This is an optimization exercise on Yosys and OpenROAD, whose aim is small area, not a production implementation.
Function was checked by simulation only, so behaviour that the tests miss may differ from the original.
Power figures rest on the tool's default switching activity, not on a simulated workload.

<file path="flow/config.mk">
export PLATFORM = sky130hd
export DESIGN_NAME = ps2_serial_core
export DESIGN_NICKNAME = ps2_serial_core
export VERILOG_FILES = /design/flow/design.v
export SDC_FILE = /design/flow/constraint.sdc
export NUM_CORES = 4
export LEC_CHECK = 0
export CAP_MARGIN = 20
export CORE_MARGIN = 2
export CORE_UTILIZATION = 40
export PLACE_DENSITY = 0.6
export SLEW_MARGIN = 20
</file>
<file path="flow/constraint.sdc">
create_clock -name core_clock -period 10.0 [get_ports {clk}]
set_input_delay 2.0000 -clock core_clock [delete_from_list [all_inputs] [get_ports {clk}]]
set_output_delay 2.0000 -clock core_clock [all_outputs]
set_load 0.01 [all_outputs]
</file>
<file path="flow/design.v">
module byte_ring #(
    parameter N = 4
) (
    input  wire       clk,
    input  wire       rst,
    input  wire       pop,        
    input  wire       clear,      
    input  wire       push,       
    input  wire [7:0] wr_data,
    output wire [7:0] rd_data,
    output wire       empty,
    output wire       push_ok,    
    output reg [15:0] ovf
);
    localparam CAP = 1 << N;
    reg [N:0] head;
    reg [N:0] tail;
    reg [7:0] mem [0:CAP-1];
    wire [N:0] count = head - tail;
    assign empty   = (count == 0);
    assign rd_data = mem[tail[N-1:0]];
    wire [N:0] tail_p = pop   ? tail + 1'b1 : tail;
    wire [N:0] head_c = clear ? {(N+1){1'b0}} : head;
    wire [N:0] tail_c = clear ? {(N+1){1'b0}} : tail_p;
    wire [N:0] cnt_c  = head_c - tail_c;
    wire       full_c = (cnt_c == CAP);
    assign push_ok = push && !full_c;
    always @(posedge clk) begin
        if (rst) begin
            head <= 0;
            tail <= 0;
            ovf  <= 16'h0000;
        end else begin
            head <= push_ok ? head_c + 1'b1 : head_c;
            tail <= tail_c;
            if (push && full_c && ovf != 16'hFFFF)
                ovf <= ovf + 1'b1;
        end
    end
    always @(posedge clk) begin
        if (push_ok)
            mem[head_c[N-1:0]] <= wr_data;
    end
endmodule
module ps2_serial_core (
    input  wire        clk,
    input  wire        rst,           
    input  wire [1:0]  mode,          
    input  wire        two_stop,      
    input  wire        ps2_valid,
    input  wire        ps2_data,
    input  wire        bt_clk_en,
    input  wire        cmd_valid,
    input  wire [4:0]  cmd_op,
    input  wire [26:0] cmd_arg,
    output wire        cmd_ready,
    output reg         rsp_valid,
    output reg  [3:0]  rsp_code,
    output reg  [7:0]  rsp_data,
    output wire        txd,
    output wire [15:0] rx_ovf,
    output wire [15:0] tx_ovf
);
    localparam OP_RX_START    = 5'h02;
    localparam OP_RX_STOP     = 5'h03;
    localparam OP_RX_POLL     = 5'h04;
    localparam OP_RX_READ     = 5'h05;
    localparam OP_TX_INIT     = 5'h08;
    localparam OP_TX_TEARDOWN = 5'h09;
    localparam OP_TX_ENQUEUE  = 5'h0A;
    localparam OP_ENC_REPORT  = 5'h10;
    localparam OP_ENC_SEND    = 5'h11;
    localparam OP_ENC_RESET   = 5'h12;
    localparam R_OK         = 4'h0;
    localparam R_BYTE       = 4'h1;
    localparam R_EMPTY      = 4'h2;
    localparam R_TIMEOUT    = 4'h3;
    localparam R_DROPPED    = 4'h4;
    localparam R_NOTDUE     = 4'h6;
    localparam R_SUPPRESSED = 4'h7;
    localparam R_SENT       = 4'h8;
    localparam R_FAULT      = 4'h9;
    localparam R_REFUSED    = 4'hA;
    localparam MODE_TWO   = 2'd0;
    localparam MODE_WHEEL = 2'd2;
    reg        rx_armed;
    reg [3:0]  rx_bitpos;
    reg [7:0]  rx_shift;
    reg        rx_parity;
    reg        rx_pbit;
    reg        tx_armed;
    reg [15:0] bt_compare;
    reg [15:0] bt_count;
    reg [3:0]  tx_state;
    reg [7:0]  tx_shift;
    reg        tx_line;
    reg [31:0] tick_count;
    reg signed [15:0] acc_dx;
    reg signed [15:0] acc_dy;
    reg signed [15:0] acc_wheel;
    reg [2:0]  cur_buttons;
    reg [2:0]  last_buttons;
    reg [31:0] last_send_tick;
    reg        send_busy;
    reg [7:0]  pkt [0:3];
    reg [2:0]  pkt_idx;
    reg [2:0]  pkt_len;
    reg [2:0]  pkt_ok;
    reg        read_busy;
    reg [15:0] read_left;
    wire busy = send_busy | read_busy;
    assign cmd_ready = !busy;
    wire accept = cmd_valid && !busy;
    wire is_op_rx_start  = accept && cmd_op == OP_RX_START;
    wire is_op_rx_stop   = accept && cmd_op == OP_RX_STOP;
    wire is_op_rx_poll   = accept && cmd_op == OP_RX_POLL;
    wire is_op_rx_read   = accept && cmd_op == OP_RX_READ;
    wire is_op_tx_init   = accept && cmd_op == OP_TX_INIT;
    wire is_op_tx_down   = accept && cmd_op == OP_TX_TEARDOWN;
    wire is_op_tx_enq    = accept && cmd_op == OP_TX_ENQUEUE;
    wire is_op_report    = accept && cmd_op == OP_ENC_REPORT;
    wire is_op_send      = accept && cmd_op == OP_ENC_SEND;
    wire is_op_enc_reset = accept && cmd_op == OP_ENC_RESET;
    wire rx_start_ok = is_op_rx_start && !rx_armed;
    wire tx_init_ok  = is_op_tx_init  && !tx_armed;
    wire [7:0] rx_rd_data, tx_rd_data;
    wire       rx_empty, tx_empty;
    wire       rx_push_ok, tx_push_ok;
    wire rx_poll_step = is_op_rx_poll || is_op_rx_read || read_busy;
    wire rx_pop       = rx_poll_step && !rx_empty;
    wire rx_push;
    wire tx_pop;
    wire tx_clear = tx_init_ok || is_op_tx_down;
    wire tx_push  = is_op_tx_enq || send_busy;
    wire [7:0] tx_wr_data = send_busy ? pkt[pkt_idx[1:0]] : cmd_arg[7:0];
    byte_ring #(.N(4)) u_rx_ring (
        .clk(clk), .rst(rst),
        .pop(rx_pop), .clear(rx_start_ok), .push(rx_push), .wr_data(rx_shift),
        .rd_data(rx_rd_data), .empty(rx_empty), .push_ok(rx_push_ok), .ovf(rx_ovf)
    );
    byte_ring #(.N(4)) u_tx_ring (
        .clk(clk), .rst(rst),
        .pop(tx_pop), .clear(tx_clear), .push(tx_push), .wr_data(tx_wr_data),
        .rd_data(tx_rd_data), .empty(tx_empty), .push_ok(tx_push_ok), .ovf(tx_ovf)
    );
    wire bt_step = tx_armed && bt_clk_en;
    wire tick    = bt_step && (bt_count == bt_compare);
    wire next_byte = tick && (tx_state == 4'd0 ||
                              (tx_state == 4'd9 && !two_stop) ||
                              tx_state == 4'd10);
    assign tx_pop = next_byte && !tx_empty;
    wire [31:0] tick_count_b = tick ? tick_count + 1'b1 : tick_count;
    reg [15:0] bt_count_b;
    reg [3:0]  tx_state_b;
    reg [7:0]  tx_shift_b;
    reg        tx_line_b;
    always @(*) begin
        bt_count_b = bt_count;
        tx_state_b = tx_state;
        tx_shift_b = tx_shift;
        tx_line_b  = tx_line;
        if (bt_step)
            bt_count_b = tick ? 16'd0 : bt_count + 1'b1;
        if (tick) begin
            if (next_byte) begin
                if (!tx_empty) begin
                    tx_shift_b = tx_rd_data;
                    tx_line_b  = 1'b0;
                    tx_state_b = 4'd1;
                end else begin
                    tx_line_b  = 1'b1;
                    tx_state_b = 4'd0;
                end
            end else if (tx_state >= 4'd1 && tx_state <= 4'd7) begin
                tx_line_b  = tx_shift[0];
                tx_shift_b = tx_shift >> 1;
                tx_state_b = tx_state + 1'b1;
            end else if (tx_state == 4'd8) begin
                tx_line_b  = 1'b1;
                tx_state_b = 4'd9;
            end else if (tx_state == 4'd9) begin
                tx_line_b  = 1'b1;
                tx_state_b = 4'd10;
            end
        end
    end
    always @(posedge clk) begin
        if (rst) begin
            tx_armed   <= 1'b0;
            bt_compare <= 16'd0;
            bt_count   <= 16'd0;
            tx_state   <= 4'd0;
            tx_shift   <= 8'd0;
            tx_line    <= 1'b1;
            tick_count <= 32'd0;
        end else begin
            tick_count <= tick_count_b;
            if (tx_init_ok || is_op_tx_down) begin
                tx_armed <= tx_init_ok;
                if (tx_init_ok)
                    bt_compare <= cmd_arg[15:0];
                bt_count <= 16'd0;
                tx_state <= 4'd0;
                tx_shift <= 8'd0;
                tx_line  <= 1'b1;
            end else begin
                bt_count <= bt_count_b;
                tx_state <= tx_state_b;
                tx_shift <= tx_shift_b;
                tx_line  <= tx_line_b;
            end
        end
    end
    assign txd = tx_line;
    wire frame_reset_a = rx_start_ok || is_op_rx_stop;
    wire       rx_armed_a  = rx_start_ok ? 1'b1 : is_op_rx_stop ? 1'b0 : rx_armed;
    wire [3:0] rx_bitpos_a = frame_reset_a ? 4'd0 : rx_bitpos;
    wire [7:0] rx_shift_a  = frame_reset_a ? 8'd0 : rx_shift;
    wire       rx_parity_a = frame_reset_a ? 1'b0 : rx_parity;
    wire       rx_pbit_a   = frame_reset_a ? 1'b0 : rx_pbit;
    wire edge_step = ps2_valid && rx_armed_a;
    wire at_stop   = (rx_bitpos_a == 4'd10);
    assign rx_push = edge_step && at_stop && ps2_data && (rx_parity_a ^ rx_pbit_a);
    always @(posedge clk) begin
        if (rst) begin
            rx_armed  <= 1'b0;
            rx_bitpos <= 4'd0;
            rx_shift  <= 8'd0;
            rx_parity <= 1'b0;
            rx_pbit   <= 1'b0;
        end else begin
            rx_armed  <= rx_armed_a;
            rx_bitpos <= rx_bitpos_a;
            rx_shift  <= rx_shift_a;
            rx_parity <= rx_parity_a;
            rx_pbit   <= rx_pbit_a;
            if (edge_step) begin
                if (rx_bitpos_a == 4'd0) begin
                    if (!ps2_data)
                        rx_bitpos <= 4'd1;
                end else if (rx_bitpos_a <= 4'd8) begin
                    rx_shift  <= {ps2_data, rx_shift_a[7:1]};
                    rx_parity <= rx_parity_a ^ ps2_data;
                    rx_bitpos <= rx_bitpos_a + 1'b1;
                end else if (rx_bitpos_a == 4'd9) begin
                    rx_pbit   <= ps2_data;
                    rx_bitpos <= 4'd10;
                end else begin
                    rx_bitpos <= 4'd0;
                    rx_shift  <= 8'd0;
                    rx_parity <= 1'b0;
                    rx_pbit   <= 1'b0;
                end
            end
        end
    end
    function signed [15:0] satadd;
        input signed [15:0] a;
        input signed [7:0]  b;
        reg   signed [16:0] s;
        begin
            s = {a[15], a} + {{9{b[7]}}, b};
            if (s > 17'sd32767)
                satadd = 16'sd32767;
            else if (s < -17'sd32767)
                satadd = -16'sd32767;
            else
                satadd = s[15:0];
        end
    endfunction
    function [7:0] clamp127;
        input signed [15:0] v;
        begin
            if (v > 16'sd127)
                clamp127 = 8'd127;
            else if (v < -16'sd127)
                clamp127 = 8'h81;
            else
                clamp127 = v[7:0];
        end
    endfunction
    wire [2:0] pkt_len_m = (mode == MODE_TWO) ? 3'd3 : 3'd4;
    wire [5:0] period    = (mode == MODE_TWO) ? (two_stop ? 6'd30 : 6'd27)
                                              : (two_stop ? 6'd40 : 6'd36);
    wire [31:0] elapsed  = tick_count_b - last_send_tick;
    wire        due      = elapsed >= {26'd0, period};
    wire        moving   = (acc_dx != 0) || (acc_dy != 0) ||
                           (mode == MODE_WHEEL && acc_wheel != 0);
    wire        send_go  = is_op_send && due && (moving || cur_buttons != last_buttons);
    wire [7:0] dx8 = clamp127(acc_dx);
    wire [7:0] dy8 = clamp127(-acc_dy);
    wire [7:0] b0  = {2'b01, cur_buttons[0], cur_buttons[1], dy8[7:6], dx8[7:6]};
    wire [7:0] b1  = {2'b00, dx8[5:0]};
    wire [7:0] b2  = {2'b00, dy8[5:0]};
    wire [7:0] b3  = (mode == MODE_WHEEL) ? {3'b000, cur_buttons[2], acc_wheel[3:0]}
                                          : {2'b00, cur_buttons[2], 5'b00000};
    wire signed [7:0] rep_dx    = cmd_arg[23:16];
    wire signed [7:0] rep_dy    = cmd_arg[15:8];
    wire signed [7:0] rep_wheel = cmd_arg[7:0];
    always @(posedge clk) begin
        if (rst) begin
            acc_dx         <= 16'sd0;
            acc_dy         <= 16'sd0;
            acc_wheel      <= 16'sd0;
            cur_buttons    <= 3'b000;
            last_buttons   <= 3'b000;
            last_send_tick <= 32'd0;
        end else if (is_op_report) begin
            acc_dx <= satadd(acc_dx, rep_dx);
            acc_dy <= satadd(acc_dy, rep_dy);
            if (mode == MODE_WHEEL)
                acc_wheel <= satadd(acc_wheel, rep_wheel);
            cur_buttons <= cmd_arg[26:24];
        end else if (send_go) begin
            acc_dx         <= 16'sd0;
            acc_dy         <= 16'sd0;
            acc_wheel      <= 16'sd0;
            last_buttons   <= cur_buttons;
            last_send_tick <= tick_count_b;
        end else if (is_op_enc_reset) begin
            acc_dx         <= 16'sd0;
            acc_dy         <= 16'sd0;
            acc_wheel      <= 16'sd0;
            cur_buttons    <= 3'b000;
            last_buttons   <= 3'b000;
            last_send_tick <= tick_count_b;
        end
    end
    always @(posedge clk) begin
        if (send_go) begin
            pkt[0] <= b0;
            pkt[1] <= b1;
            pkt[2] <= b2;
            pkt[3] <= b3;
        end
    end
    wire       read_last = read_busy && (read_left == 16'd1);
    always @(posedge clk) begin
        if (rst) begin
            send_busy <= 1'b0;
            pkt_idx   <= 3'd0;
            pkt_len   <= 3'd0;
            pkt_ok    <= 3'd0;
            read_busy <= 1'b0;
            read_left <= 16'd0;
            rsp_valid <= 1'b0;
            rsp_code  <= 4'd0;
            rsp_data  <= 8'd0;
        end else begin
            rsp_valid <= 1'b0;
            if (send_busy) begin
                pkt_idx <= pkt_idx + 1'b1;
                pkt_ok  <= pkt_ok + tx_push_ok;
                if (pkt_idx + 1'b1 == pkt_len) begin
                    send_busy <= 1'b0;
                    rsp_valid <= 1'b1;
                    rsp_code  <= R_SENT;
                    rsp_data  <= {5'd0, pkt_ok + tx_push_ok};
                end
            end else if (read_busy) begin
                if (!rx_empty) begin
                    read_busy <= 1'b0;
                    rsp_valid <= 1'b1;
                    rsp_code  <= R_BYTE;
                    rsp_data  <= rx_rd_data;
                end else if (read_last) begin
                    read_busy <= 1'b0;
                    rsp_valid <= 1'b1;
                    rsp_code  <= R_TIMEOUT;
                    rsp_data  <= 8'd0;
                end else begin
                    read_left <= read_left - 1'b1;
                end
            end else if (accept) begin
                rsp_valid <= 1'b1;
                rsp_data  <= 8'd0;
                case (cmd_op)
                    OP_RX_START:
                        rsp_code <= rx_armed ? R_FAULT : R_OK;
                    OP_RX_STOP:
                        rsp_code <= R_OK;
                    OP_RX_POLL: begin
                        rsp_code <= rx_empty ? R_EMPTY : R_BYTE;
                        rsp_data <= rx_empty ? 8'd0 : rx_rd_data;
                    end
                    OP_RX_READ: begin
                        if (!rx_empty) begin
                            rsp_code <= R_BYTE;
                            rsp_data <= rx_rd_data;
                        end else if (cmd_arg[15:0] == 16'd0) begin
                            rsp_code <= R_TIMEOUT;
                        end else begin
                            rsp_valid <= 1'b0;
                            read_busy <= 1'b1;
                            read_left <= cmd_arg[15:0];
                        end
                    end
                    OP_TX_INIT:
                        rsp_code <= tx_armed ? R_FAULT : R_OK;
                    OP_TX_TEARDOWN:
                        rsp_code <= R_OK;
                    OP_TX_ENQUEUE:
                        rsp_code <= tx_push_ok ? R_OK : R_DROPPED;
                    OP_ENC_REPORT:
                        rsp_code <= R_OK;
                    OP_ENC_SEND: begin
                        if (!due)
                            rsp_code <= R_NOTDUE;
                        else if (!send_go)
                            rsp_code <= R_SUPPRESSED;
                        else begin
                            rsp_valid <= 1'b0;
                            send_busy <= 1'b1;
                            pkt_idx   <= 3'd0;
                            pkt_len   <= pkt_len_m;
                            pkt_ok    <= 3'd0;
                        end
                    end
                    OP_ENC_RESET:
                        rsp_code <= R_OK;
                    default:
                        rsp_code <= R_REFUSED;
                endcase
            end
        end
    end
endmodule
</file>
<file path="flow/run.sh">
#!/bin/bash
# synth_recipe.tcl (not shown) runs the flow's synth.tcl, then flattens the netlist and writes it again
# the make line also repeats each setting of config.mk as NAME=value (left out here)
make -C /OpenROAD-flow-scripts/flow DESIGN_CONFIG=/design/flow/config.mk WORK_HOME=/design/flow/orfs CLKGATE_MAP_FILE= SYNTH_SCRIPT=/design/flow/synth_recipe.tcl finish
</file>
==> impl_metrics.env <==
export IMPL_hpwl_um=51300
export IMPL_endpoint_kind="flop"
export IMPL_whs_path_depth=2
export IMPL_rows=98
export IMPL_viasPerCell=5.631
export IMPL_rr_worst_depth=24
export IMPL_grt_antenna_before_repair=1
export IMPL_ir_worst_vdd_mv=0.1473
export IMPL_post_route_util_pct=45.75
export IMPL_p_leak_uw=0.01240
export IMPL_path_clk_slew_ns=0.06
export IMPL_intPower_uw=3788
export IMPL_synth_ff_type="edfxtp_1"
export IMPL_worstSetupStartpointType="input port"
export IMPL_antenna_left=0
export IMPL_first_iter_violations=1676
export IMPL_p_sw_uw=1087
export IMPL_synthDistinctLibCells=93
export IMPL_cp_required_ns=10.51
export IMPL_dp_cells=3666
export IMPL_min_period_over_period_pct=86.69
export IMPL_drive_gt1_share_pct=10.21
export IMPL_place_congestion=0.9006
export IMPL_io_pins=88
export IMPL_cts_max_level=2
export IMPL_fp_coreArea_um2=71730
export IMPL_max_cap_violations=0
export IMPL_grt_pass1_wl_um=114600
export IMPL_path_max_fanout=32
export IMPL_final_cell_mix="edfxtp_1 (280), dfxtp_1 (268), nor2_1 (262)"
export IMPL_grt_overflow_total=0
export IMPL_cts_inserted_buffers=60
export IMPL_p_sw_share_pct=22.30
export IMPL_synthArstFlopShare_pct=0
export IMPL_power_frac_seq_pct=48.7
export IMPL_syn2layout_area_growth_pct=13.02
export IMPL_cts_buffer_depth=3
export IMPL_worst_slew_pin_transition_ns=1.093
export IMPL_cts_setup_buffers=0
export IMPL_p_clk_share_pct=47.2
export IMPL_rsz0062_at_grt="false"
export IMPL_syn_nets=2909
export IMPL_finalSetupTns_ns=0
export IMPL_drt_wl_total_um=71920
export IMPL_cts_sinks=550
export IMPL_critPathArrivalTime_ns=9.18
export IMPL_grt_pass1_vias=21180
export IMPL_io_buffer_count=87
export IMPL_dieArea_um2=74770
export IMPL_track_usage_pct=19.06
export IMPL_vias=21290
export IMPL_die_x_um=273.4
export IMPL_syn_area_per_cell_um2=10.64
export IMPL_routedWlPerCell_um=19.03
export IMPL_syn_area_um2=29040
export IMPL_finClkSkew_ns=0.07477
export IMPL_grt_max_degree=104
export IMPL_ys_seq_area_share_pct=47.57
export IMPL_diodes=0
export IMPL_initial_core_util_pct=40.48
export IMPL_synthCells=2730
export IMPL_combPwrFrac_pct=4.1
export IMPL_finalPower_uw=4875
export IMPL_hold_violations=0
export IMPL_layout_commonest_cell="edfxtp_1"
export IMPL_maxSlewHeadroom_pct=26.55
export IMPL_finalNetCount=2957
export IMPL_drc=0
export IMPL_ctsRootBufferMaster="clkbuf_16"
export IMPL_cts_resized=0
export IMPL_min_period_ns=8.669
export IMPL_yosys_warnings=3
export IMPL_slew_violations=0
export IMPL_setup_violations=0
export IMPL_run_status="finished clean"
export IMPL_placed_area_um2=30720
export IMPL_stdcell_area_um2=32820
export IMPL_cts_tree="done"
export IMPL_fin_cells=3780
export IMPL_path_class="in -> reg"
export IMPL_fmax_mhz=115.4
export IMPL_clk_latency_ns=0.67
export IMPL_powerDensity_nw_per_um2=148.5
export IMPL_min_path_type="reg -> reg"
export IMPL_hold_buffers=0
export IMPL_dieHeight_um=273.4
export IMPL_synth_edff_count=280
export IMPL_first_pass_iters=7
export IMPL_ys_ff_latch=550
-- power groups by stage --
stage | sequential (uW) | combinational, uW | clock [uW]
final | 2370 | 200 | 2300
after global routing | 2370 | 222 | 2450
after CTS | 2370 | 199 | 2350
after detailed placement | 2420 | 198 | 0
after global placement | 2420 | 192 | 0
after floorplan | 2420 | 125 | 0
-- final cells by class --
type                       count  area (um2)
multi-input combinational   1954       14320
timing repair buffer         103       992.2
inverter                     109       409.1
clock buffer                  70        1549
tap                          950        1189
fill                        6620       38910
sequential                   550       13820
clock inverter                44       541.8
-- registers in the layout, indices dropped and copies added, names as in the netlist, 8 cells and up --
signal	cells
read_left	16
rsp_data	8
bt_compare	16
tx_shift	8
acc_wheel	16
u_tx_ring.mem	128
u_tx_ring.ovf	16
last_send_tick	32
u_rx_ring.ovf	16
acc_dy	16
u_rx_ring.mem	128
bt_count	16
acc_dx	16
rx_shift	8
tick_count	32
pkt	24
-- critical path, stage by stage --
cell             delay [ns]
clkdlybuf4s50_1        0.48
nand2_1                0.14
nor2_1                 0.43
and2_1                 0.37
xor2_1                 0.14
ha_1                   0.41
nand3_1                0.09
and2_2                 0.22
a21oi_1                0.23
nor2_1                 0.08
ha_1                   0.30
a221o_1                0.31
a2111oi_2              0.35
o2111a_1               0.23
nand4_1                0.10
a2111oi_2              0.38
nand4_1                0.21
nor4_2                 0.63
or2_2                  0.50
inv_2                  0.37
a21oi_4                0.21
buf_4                  0.54
mux2_2                 0.40
-- synthesized netlist by cell type (80+ instances only) --
library cell / n / share of area, %
a21oi_1: 163 / 2.8
clkbuf_1: 91 / 1.2
dfxtp_1: 270 / 19
edfxtp_1: 280 / 29
ha_1: 134 / 5.8
inv_1: 105 / 1.4
mux4_2: 80 / 6.2
nand2_1: 213 / 2.8
nor2_1: 262 / 3.4
o21ai_0: 91 / 1.6
xnor2_1: 90 / 2.7
xor2_1: 87 / 2.6
-- kinds of logic (layout without fill, tap and decap cells) --
| group | count (synthesis) | in the layout | synth area share, % |
|---|---|---|---|
| AND/OR/NAND/NOR | 957 | 957 | 16.34 |
| flip-flops | 550 | 550 | 47.57 |
| AO/OA/AOI/OAI | 541 | 541 | 12.64 |
| buffers and inverters | 226 | 326 | 3.180 |
| XOR/XNOR | 177 | 177 | 5.338 |
| multiplexers | 140 | 140 | 8.850 |
| adder cells (fa/ha/maj) | 139 | 139 | 6.084 |
-- metrics by stage --
stage          hold slack, ns  setup WS, ns
3_3_place_gp           0.4585        0.9140
6_report               0.4669         1.332
5_1_grt                0.5006        0.7474
3_5_place_dp           0.4627        0.7395
2_1_floorplan          0.4475         2.843
4_1_cts                0.4708         1.372
-- final timing paths --
| check | start | endpoint | slack, ns |
|---|---|---|---|
| hold reg to reg | bt_compare[1]$_SDFFE_PP0P_ | bt_compare[1]$_SDFFE_PP0P_ | 0.47 |
| setup reg to reg | bt_count[5]$_SDFFE_PP0P_ | last_send_tick[19]$_SDFFE_PP0P_ | 2.05 |
| setup / recovery | bt_clk_en | last_send_tick[19]$_SDFFE_PP0P_ | 1.33 |
| hold / removal | bt_compare[1]$_SDFFE_PP0P_ | bt_compare[1]$_SDFFE_PP0P_ | 0.47 |
-- per-layer routing --
| layer | GRT usage [%] | vias up | share of wire, % |
|---|---|---|---|
| met5 | 0 | - | 0.018 |
| met4 | 5.766 | 2 | 2.6 |
| met3 | 3.237 | 116 | 5.0 |
| met2 | 31.69 | 543 | 47 |
| met1 | 25.42 | 10410 | 45 |
| li1 | - | 10220 | - |

[what the ideal ports hide]
In the flow no input, the clock included, has a driving cell. The finished layout below was timed again as built, in two steps. Step 1 assumes that a clkbuf_16 drives the clock port and a buf_2 every other input. Step 2 also shifts input and output timing later by t, the mid clock arrival at the registers, as if the neighbouring blocks saw the same clock. a / b / c = ideal / step 1 / step 2; a / b = the first two.
t (ns): 0.695
setup slack, ns: 1.331 / 1.340 / 0.646
worst setup path after step 2: input to register
clock arrival spread, ns: 0.075 / 0.075
pins driven straight from the clock port: 1
After both steps this run still meets setup and hold. The setup slack of this run moves by +0.009 ns with the drivers and by -0.685 ns with both steps.
